This is an optimization exercise on Yosys and OpenROAD, whose aim is small area, a short achievable clock period and few clock cycles, not a production implementation.
Only simulation tests tie the RTL to the original design; equivalence was not proved.
Power and IR drop assume default switching activity.

== before ==
==> flow/design.v <==
module delta_ctl (
    input  wire [2:0] c,
    input  wire [1:0] ovf,
    input  wire [1:0] unf,
    input  wire       over,       
    input  wire       under,      
    output reg  [2:0] c_next,
    output reg  [1:0] ovf_next,
    output reg  [1:0] unf_next
);
    always @* begin
        c_next   = c;
        ovf_next = (ovf != 2'd0) ? ovf - 2'd1 : 2'd0;
        unf_next = (unf != 2'd0) ? unf - 2'd1 : 2'd0;
        if (over) begin
            if (ovf == 2'd3) begin
                if (c != 3'd7) c_next = c + 3'd1;
                ovf_next = 2'd0;
                unf_next = 2'd0;
            end else begin
                ovf_next = ovf + 2'd1;
            end
        end else if (under) begin
            if (unf == 2'd3) begin
                if (c != 3'd1) c_next = c - 3'd1;
                ovf_next = 2'd0;
                unf_next = 2'd0;
            end else begin
                unf_next = unf + 2'd1;
            end
        end
    end
endmodule
module delta_enc (
    input  wire       clk,
    input  wire       rst,
    input  wire       in_valid,
    output wire       in_ready,
    input  wire [7:0] in_data,
    input  wire       in_last,
    input  wire [3:0] in_cs,
    output wire       out_valid,
    input  wire       out_ready,
    output wire [7:0] out_data,
    output wire       out_last
);
    reg          v1, first1, last1, open;
    reg  [7:0]   c1, d1;
    reg  [2:0]   c;
    reg  [1:0]   ovf, unf;
    reg          term;    
    reg          fin;     
    reg  [31:0]  acc;
    reg  [5:0]   cnt;     
    reg          ov, ol;
    reg  [7:0]   od;
    reg          rdy;     
    assign out_valid = ov;
    assign out_data  = od;
    assign out_last  = ol;
    assign in_ready  = rdy;
    wire [7:0] lt;
    assign lt[0] = (d1 == 8'd0);
    genvar k;
    generate
        for (k = 1; k < 8; k = k + 1) begin : g_lt
            assign lt[k] = (d1[7:k] == {(8-k){1'b0}}) ||
                           ((d1[7:k] == {(8-k){1'b1}}) && (d1[k-1:0] != {k{1'b0}}));
        end
    endgenerate
    wire fits  = lt[c];                        
    wire [7:0] ltm = {lt[6:0], 1'b0};
    wire under = ltm[c];                       
    wire anchor = first1 && !term;
    wire sent   = !anchor && (term || !fits);
    wire [2:0] ce    = anchor ? 3'd7 : c;
    wire [7:0] sentw = 8'd1 << c;              
    wire [7:0] maskw = ~(8'hFE << c);          
    wire [7:0] low   = anchor ? c1 : (sent ? sentw : (d1 & maskw));
    reg  room;
    wire app        = v1 && !fin && room;
    wire consume    = app && (term || !last1);
    wire in_fire    = in_valid && rdy;
    wire [31:0] ysh = (acc << 1) << ce;
    wire [31:0] y   = {ysh[31:8], ysh[7:0] | low};
    wire [31:0] an  = sent ? {y[23:0], c1} : y;
    wire [2:0] c_upd;
    wire [1:0] ovf_upd, unf_upd;
    delta_ctl u_ctl (
        .c(c), .ovf(ovf), .unf(unf), .over(!fits), .under(under),
        .c_next(c_upd), .ovf_next(ovf_upd), .unf_next(unf_upd)
    );
    wire le8      = (cnt[5:4] == 2'd0) && (!cnt[3] || cnt[2:0] == 3'd0);
    wire ge8      = (cnt[5:3] != 3'd0);
    wire free     = !ov || out_ready;
    wire rd_final = fin && le8;
    wire rd       = free && (fin || ge8);
    wire [38:0] x  = {acc[30:0], 8'd0};
    wire [22:0] s4 = cnt[4] ? x[38:16] : x[22:0];
    wire [14:0] s3 = cnt[3] ? s4[22:8] : s4[14:0];
    wire [10:0] s2 = cnt[2] ? s3[14:4] : s3[10:0];
    wire [8:0]  s1 = cnt[1] ? s2[10:2] : s2[8:0];
    wire [7:0]  s0 = cnt[0] ? s1[8:1]  : s1[7:0];
    wire [7:0]  rbyte = cnt[5] ? acc[31:24] : s0;
    wire       rdf    = rd && rd_final;
    wire [5:0] cnt_a  = cnt + (app ? {3'd0, ce} + 6'd1 : 6'd0);
    wire       up8    = app && sent;
    wire       dn8    = rd && !rd_final;
    wire [2:0] hi_adj = (up8 && !dn8) ? 3'd1 : ((dn8 && !up8) ? 3'd7 : 3'd0);
    wire [5:0] cnt_n  = rdf ? 6'd0 : {cnt_a[5:3] + hi_adj, cnt_a[2:0]};
    wire v1_n     = in_fire || (v1 && !consume);
    wire first1_n = in_fire ? !open : first1;
    wire last1_n  = in_fire ? in_last : last1;
    wire term_n   = app ? (!term && last1) : term;
    wire fin_n    = (app && term) || (fin && !(rd && rd_final));
    wire [2:0] cb = (first1_n && !term_n) ? 3'd7 : ((c == 3'd7) ? 3'd7 : c + 3'd1);
    wire [5:0] sb = cnt + (app ? {3'd0, ce} + 6'd1 : 6'd0) + {3'd0, cb};
    wire room_n   = rdf ? 1'b1 :
                    (up8 && !dn8) ? (sb <= 6'd15) :
                    ((dn8 && !up8) ? (sb <= 6'd31) : (sb <= 6'd23));
    wire rdy_n    = !v1_n || (!fin_n && room_n && (term_n || !last1_n));
    always @(posedge clk) begin
        if (rst) begin
            v1   <= 1'b0;
            open <= 1'b0;
            term <= 1'b0;
            fin  <= 1'b0;
            cnt  <= 6'd0;
            ov   <= 1'b0;
            rdy  <= 1'b1;
            room <= 1'b1;
        end else begin
            room <= room_n;
            v1   <= v1_n;
            term <= term_n;
            fin  <= fin_n;
            cnt  <= cnt_n;
            rdy  <= rdy_n;
            if (in_fire) begin
                c1     <= in_data;
                d1     <= in_data - c1;
                first1 <= !open;
                last1  <= in_last;
                open   <= !in_last;
                if (!open) begin
                    c   <= in_cs[2:0] - 3'd1;
                    ovf <= 2'd0;
                    unf <= 2'd0;
                end
            end
            if (app) begin
                acc <= an;
                if (!anchor && !term) begin
                    c   <= c_upd;
                    ovf <= ovf_upd;
                    unf <= unf_upd;
                end
            end
            if (rd) begin
                ov <= 1'b1;
                od <= rbyte;
                ol <= rd_final;
            end else if (out_ready) begin
                ov <= 1'b0;
            end
        end
    end
endmodule
module delta_dec (
    input  wire       clk,
    input  wire       rst,
    input  wire       in_valid,
    output wire       in_ready,
    input  wire [7:0] in_data,
    input  wire       in_last,
    input  wire [3:0] in_cs,
    output wire       out_valid,
    input  wire       out_ready,
    output wire [7:0] out_data,
    output wire       out_end
);
    localparam [1:0] DS_IDLE  = 2'd0,   
                     DS_ANCH  = 2'd1,   
                     DS_CODE  = 2'd2,   
                     DS_DRAIN = 2'd3;   
    reg [1:0]    st;
    reg [27:0]   acc;       
    reg [4:0]    cnt;       
    reg [2:0]    c;         
    reg [1:0]    ovf, unf;
    reg          seen_last;
    reg          ov, oe;
    reg [7:0]    od;        
    reg          rdy;       
    assign out_valid = ov;
    assign out_data  = od;
    assign out_end   = oe;
    assign in_ready  = rdy;
    wire [43:0] x  = {acc, 16'd0};
    wire [30:0] s4 = cnt[4] ? {3'd0, x[43:16]} : x[30:0];
    wire [22:0] s3 = cnt[3] ? s4[30:8] : s4[22:0];
    wire [18:0] s2 = cnt[2] ? s3[22:4] : s3[18:0];
    wire [16:0] s1 = cnt[1] ? s2[18:2] : s2[16:0];
    wire [15:0] win = cnt[0] ? s1[16:1] : s1[15:0];
    wire [7:0]  t   = win[15:8];
    wire [7:0] zr;    
    wire [7:0] zr2;   
    assign zr[0]  = 1'b1;
    assign zr2[0] = 1'b1;
    assign zr2[1] = 1'b1;
    genvar j;
    generate
        for (j = 1; j < 8; j = j + 1) begin : g_zr
            assign zr[j] = zr[j-1] & ~t[7-j];
        end
        for (j = 2; j < 8; j = j + 1) begin : g_zr2
            assign zr2[j] = zr2[j-1] & ~t[7-j];
        end
    endgenerate
    wire       anch    = (st == DS_ANCH);
    wire       parsing = (st == DS_ANCH) || (st == DS_CODE);
    wire       is_sent = !anch && t[7] && zr[c];
    wire       under   = (t[7] == t[6]) & ~(t[7] & zr2[c]);
    wire [2:0] k  = ~c;
    wire [14:0] v  = {{7{t[7]}}, t};
    wire [10:0] v2 = k[2] ? v[14:4] : v[10:0];
    wire [8:0]  v1 = k[1] ? v2[10:2] : v2[8:0];
    wire [7:0]  sd = k[0] ? v1[8:1] : v1[7:0];
    wire [10:0] u2 = k[2] ? win[14:4] : win[10:0];
    wire [8:0]  u1 = k[1] ? u2[10:2] : u2[8:0];
    wire [7:0]  raw = k[0] ? u1[8:1] : u1[7:0];
    wire [7:0] recon = od + sd;
    wire [2:0] ce      = anch ? 3'd7 : c;
    wire [5:0] diff    = {1'b0, cnt} - {3'd0, ce} - 6'd1;
    wire       hc      = !diff[5];
    wire       hc8     = !diff[5] && (diff[4:3] != 2'd0);
    wire       have    = is_sent ? hc8 : hc;
    wire       out_free = !ov || out_ready;
    wire       step    = parsing && out_free && have;
    wire       exhaust = parsing && out_free && !have && seen_last;
    wire       term    = step && is_sent && (raw == od);
    wire       ending  = term || exhaust;
    wire       in_fire = in_valid && rdy;
    wire [2:0] c_upd;
    wire [1:0] ovf_upd, unf_upd;
    delta_ctl u_ctl (
        .c(c), .ovf(ovf), .unf(unf), .over(is_sent), .under(under),
        .c_next(c_upd), .ovf_next(ovf_upd), .unf_next(unf_upd)
    );
    wire [4:0] cnt_lo = step ? diff[4:0] : cnt;
    wire       dn8    = step && is_sent;
    wire [1:0] hi_adj = (in_fire && !dn8) ? 2'd1 : ((dn8 && !in_fire) ? 2'd3 : 2'd0);
    wire [4:0] cnt_n  = {cnt_lo[4:3] + hi_adj, cnt_lo[2:0]};
    reg  [1:0] st_n;
    reg  [4:0] cnt_nx;
    reg        sl_n;
    always @* begin
        st_n   = st;
        cnt_nx = cnt;
        sl_n   = seen_last;
        case (st)
            DS_IDLE: if (in_fire) begin
                st_n   = DS_ANCH;
                cnt_nx = 5'd8;
                sl_n   = in_last;
            end
            DS_DRAIN: if (in_fire && in_last) st_n = DS_IDLE;
            default: begin
                if (ending) begin
                    st_n   = (seen_last || (in_fire && in_last)) ? DS_IDLE : DS_DRAIN;
                    cnt_nx = 5'd0;
                    sl_n   = 1'b0;
                end else begin
                    cnt_nx = cnt_n;
                    if (in_fire) sl_n = in_last;
                    if (step && anch) st_n = DS_CODE;
                end
            end
        endcase
    end
    wire le20_n = !cnt_nx[4] || (!cnt_nx[3] && (!cnt_nx[2] || cnt_nx[1:0] == 2'd0));
    wire rdy_n  = (st_n == DS_IDLE) || (st_n == DS_DRAIN) || (!sl_n && le20_n);
    always @(posedge clk) begin
        if (rst) begin
            st        <= DS_IDLE;
            cnt       <= 5'd0;
            seen_last <= 1'b0;
            ov        <= 1'b0;
            rdy       <= 1'b1;
        end else begin
            st        <= st_n;
            cnt       <= cnt_nx;
            seen_last <= sl_n;
            rdy       <= rdy_n;
            if (in_fire)
                acc <= {acc[19:0], in_data};
            if (st == DS_IDLE && in_fire) begin
                c   <= in_cs[2:0] - 3'd1;
                ovf <= 2'd0;
                unf <= 2'd0;
            end
            if (ending) begin
                ov <= 1'b1;
                oe <= 1'b1;
            end else if (step) begin
                ov <= 1'b1;
                oe <= 1'b0;
                if (anch) begin
                    od <= t;
                end else begin
                    od  <= is_sent ? raw : recon;
                    c   <= c_upd;
                    ovf <= ovf_upd;
                    unf <= unf_upd;
                end
            end else if (out_ready) begin
                ov <= 1'b0;
            end
        end
    end
endmodule
module delta_codec (
    input  wire       clk,
    input  wire       rst,
    input  wire       enc_in_valid,
    output wire       enc_in_ready,
    input  wire [7:0] enc_in_data,
    input  wire       enc_in_last,
    input  wire [3:0] enc_in_cs,
    output wire       enc_out_valid,
    input  wire       enc_out_ready,
    output wire [7:0] enc_out_data,
    output wire       enc_out_last,
    input  wire       dec_in_valid,
    output wire       dec_in_ready,
    input  wire [7:0] dec_in_data,
    input  wire       dec_in_last,
    input  wire [3:0] dec_in_cs,
    output wire       dec_out_valid,
    input  wire       dec_out_ready,
    output wire [7:0] dec_out_data,
    output wire       dec_out_end
);
    delta_enc u_enc (
        .clk(clk), .rst(rst),
        .in_valid(enc_in_valid), .in_ready(enc_in_ready), .in_data(enc_in_data),
        .in_last(enc_in_last), .in_cs(enc_in_cs),
        .out_valid(enc_out_valid), .out_ready(enc_out_ready), .out_data(enc_out_data),
        .out_last(enc_out_last)
    );
    delta_dec u_dec (
        .clk(clk), .rst(rst),
        .in_valid(dec_in_valid), .in_ready(dec_in_ready), .in_data(dec_in_data),
        .in_last(dec_in_last), .in_cs(dec_in_cs),
        .out_valid(dec_out_valid), .out_ready(dec_out_ready), .out_data(dec_out_data),
        .out_end(dec_out_end)
    );
endmodule
==> flow/config.mk <==
export PLATFORM = sky130hd
export DESIGN_NAME = delta_codec
export DESIGN_NICKNAME = delta_codec
export VERILOG_FILES = /design/flow/design.v
export SDC_FILE = /design/flow/constraint.sdc
export NUM_CORES = 4
export LEC_CHECK = 0
export ABC_AREA = 1
export CAP_MARGIN = 20
export CORE_MARGIN = 2
export CORE_UTILIZATION = 50
export CTS_BUF_LIST = sky130_fd_sc_hd__clkbuf_4 sky130_fd_sc_hd__clkbuf_8
export SETUP_SLACK_MARGIN = 2.35
export SLEW_MARGIN = 20
==> flow/constraint.sdc <==
create_clock -name core_clock -period 6.0 [get_ports {clk}]
set_input_delay 1.2000 -clock core_clock [delete_from_list [all_inputs] [get_ports {clk}]]
set_output_delay 1.2000 -clock core_clock [all_outputs]
set_load 0.01 [all_outputs]
run.sh (not shown) runs the stock make flow with config.mk's settings and CLKGATE_MAP_FILE= SYNTH_SCRIPT=/design/flow/synth_recipe.tcl, a recipe that flattens the netlist after the stock synthesis.
Testbench counts of before, summed over its fixed seeds: cycles 20,445.
--- input diff before..after ---
-- flow/design.v --
<<< before, line 96
    wire rd_final = fin && le8;
    wire rd       = free && (fin || ge8);
    wire [38:0] x  = {acc[30:0], 8'd0};
    wire [22:0] s4 = cnt[4] ? x[38:16] : x[22:0];
    wire [14:0] s3 = cnt[3] ? s4[22:8] : s4[14:0];
    wire [10:0] s2 = cnt[2] ? s3[14:4] : s3[10:0];
>>> after, line 96
    wire rd_final = fin && le8;
    wire rd       = free && (fin || ge8);
    wire [38:0] xw = {acc[30:0], 8'd0};
    wire [22:0] s4 = cnt[4] ? xw[38:16] : xw[22:0];
    wire [14:0] s3 = cnt[3] ? s4[22:8] : s4[14:0];
    wire [10:0] s2 = cnt[2] ? s3[14:4] : s3[10:0];
<<< before, line 104
    wire [7:0]  rbyte = cnt[5] ? acc[31:24] : s0;
    wire       rdf    = rd && rd_final;
    wire [5:0] cnt_a  = cnt + (app ? {3'd0, ce} + 6'd1 : 6'd0);
    wire       up8    = app && sent;
    wire       dn8    = rd && !rd_final;
    wire [2:0] hi_adj = (up8 && !dn8) ? 3'd1 : ((dn8 && !up8) ? 3'd7 : 3'd0);
    wire [5:0] cnt_n  = rdf ? 6'd0 : {cnt_a[5:3] + hi_adj, cnt_a[2:0]};
    wire v1_n     = in_fire || (v1 && !consume);
    wire first1_n = in_fire ? !open : first1;
    wire last1_n  = in_fire ? in_last : last1;
    wire term_n   = app ? (!term && last1) : term;
    wire fin_n    = (app && term) || (fin && !(rd && rd_final));
    wire [2:0] cb = (first1_n && !term_n) ? 3'd7 : ((c == 3'd7) ? 3'd7 : c + 3'd1);
    wire [5:0] sb = cnt + (app ? {3'd0, ce} + 6'd1 : 6'd0) + {3'd0, cb};
    wire room_n   = rdf ? 1'b1 :
                    (up8 && !dn8) ? (sb <= 6'd15) :
                    ((dn8 && !up8) ? (sb <= 6'd31) : (sb <= 6'd23));
    wire rdy_n    = !v1_n || (!fin_n && room_n && (term_n || !last1_n));
    always @(posedge clk) begin
        if (rst) begin
>>> after, line 104
    wire [7:0]  rbyte = cnt[5] ? acc[31:24] : s0;
    wire       rdf    = rd && rd_final;
    wire       up8    = app && sent;
    wire       dn8    = rd && !rd_final;
    wire       inc8   = up8 && !dn8;
    wire       dec8   = dn8 && !up8;
    wire [5:0] x      = app ? cnt + {3'd0, ce} + 6'd1 : cnt;
    wire [2:0] xh_p   = x[5:3] + 3'd1;
    wire [2:0] xh_m   = x[5:3] - 3'd1;
    wire [5:0] cnt_n  = rdf  ? 6'd0 :
                        inc8 ? {xh_p, x[2:0]} :
                        dec8 ? {xh_m, x[2:0]} : x;
    wire v1_n     = in_fire || (v1 && !consume);
    wire last1_n  = in_fire ? in_last : last1;
    wire term_n   = app ? (!term && last1) : term;
    wire fin_n    = (app && term) || (fin && !rdf);
    wire [2:0] cb  = (!open || first1 || c == 3'd7) ? 3'd7 : c + 3'd1;
    wire [5:0] thr = 6'd23 - {3'd0, cb};
    wire room_n    = rdf  ? 1'b1 :
                     inc8 ? (x + 6'd8 <= thr) :
                     dec8 ? (x <= thr + 6'd8) : (x <= thr);
    wire rdy_n     = !v1_n || (!fin_n && room_n && (term_n || !last1_n));
    always @(posedge clk) begin
        if (rst) begin
<<< before, line 248
        .c_next(c_upd), .ovf_next(ovf_upd), .unf_next(unf_upd)
    );
    wire [4:0] cnt_lo = step ? diff[4:0] : cnt;
    wire       dn8    = step && is_sent;
    wire [1:0] hi_adj = (in_fire && !dn8) ? 2'd1 : ((dn8 && !in_fire) ? 2'd3 : 2'd0);
    wire [4:0] cnt_n  = {cnt_lo[4:3] + hi_adj, cnt_lo[2:0]};
    reg  [1:0] st_n;
    reg  [4:0] cnt_nx;
>>> after, line 252
        .c_next(c_upd), .ovf_next(ovf_upd), .unf_next(unf_upd)
    );
    wire       dn8    = step && is_sent;
    wire       inc8   = in_fire && !dn8;
    wire       dec8   = dn8 && !in_fire;
    wire [4:0] ya     = cnt;
    wire [4:0] yb     = diff[4:0];
    wire [1:0] ya_p   = ya[4:3] + 2'd1;
    wire [1:0] ya_m   = ya[4:3] - 2'd1;
    wire [1:0] yb_p   = yb[4:3] + 2'd1;
    wire [1:0] yb_m   = yb[4:3] - 2'd1;
    wire [4:0] cnt_na = inc8 ? {ya_p, ya[2:0]} : (dec8 ? {ya_m, ya[2:0]} : ya);
    wire [4:0] cnt_nb = inc8 ? {yb_p, yb[2:0]} : (dec8 ? {yb_m, yb[2:0]} : yb);
    wire [4:0] cnt_n  = step ? cnt_nb : cnt_na;
    wire       lea    = inc8 ? (ya <= 5'd12) : (dec8 ? 1'b1 : (ya <= 5'd20));
    wire       leb    = inc8 ? (yb <= 5'd12) : (dec8 ? 1'b1 : (yb <= 5'd20));
    wire       le20_c = step ? leb : lea;
    reg  [1:0] st_n;
    reg  [4:0] cnt_nx;
<<< before, line 279
        endcase
    end
    wire le20_n = !cnt_nx[4] || (!cnt_nx[3] && (!cnt_nx[2] || cnt_nx[1:0] == 2'd0));
    wire rdy_n  = (st_n == DS_IDLE) || (st_n == DS_DRAIN) || (!sl_n && le20_n);
    always @(posedge clk) begin
>>> after, line 294
        endcase
    end
    wire le20_n = !parsing || ending || le20_c;
    wire rdy_n  = (st_n == DS_IDLE) || (st_n == DS_DRAIN) || (!sl_n && le20_n);
    always @(posedge clk) begin
==> run notes <==
Looking at relative contribution of the clock network to total power across after and before, the one that comes out higher is after. Relative to before, via count of the routed design has increased by 2.2% in after. | setup slack after layout | higher: after |. Going from before to after, via count of the first global-routing pass shrank by a few percent. Post-synth design cell area: before vs after — no meaningful difference. A most crowded layer after global routing of met1 is what after shows, while met2 belongs to before. Relative to before, the final cell area reported for after is lower. [after] sequential share of cell area rose 0.30 points relative to before. Relative to before, the number of clock buffers in the layout of after is lower by 2. As of after, net count after synthesis had risen slightly compared to before. Delta(layout net count, after - before) > 0.
Testbench counts of after, summed over its fixed seeds: cycles 20,445.

static timing again, ports no longer ideal:
No port has a modelled driver above. Below, the same layouts with a new extraction and two added sets of constraints.
Step 1 assumes that a clkbuf_16 drives the clock port and a buf_2 every other input.
Step 2 also shifts input and output timing later by t, the mid clock arrival at the registers, as if the neighbouring blocks saw the same clock.
Slacks: no drivers / after step 1 / after step 2; pairs: no drivers / after step 1.
| run | shift t [ns] | setup WS [ns] | worst setup path at the end | worst data-port slew with drivers (ns) | pins driven straight from the clock port |
|---|---|---|---|---|---|
| before | 0.497 | 2.408 / 2.408 / 2.005 | input to register | 0.04 | 1 |
| after | 0.498 | 2.496 / 2.496 / 2.331 | input to register | 0.03 | 1 |
After both steps every run listed still meets setup and hold. For before, which loses most, drivers alone change the setup slack by 0.000 ns; drivers and shift together by -0.403 ns.
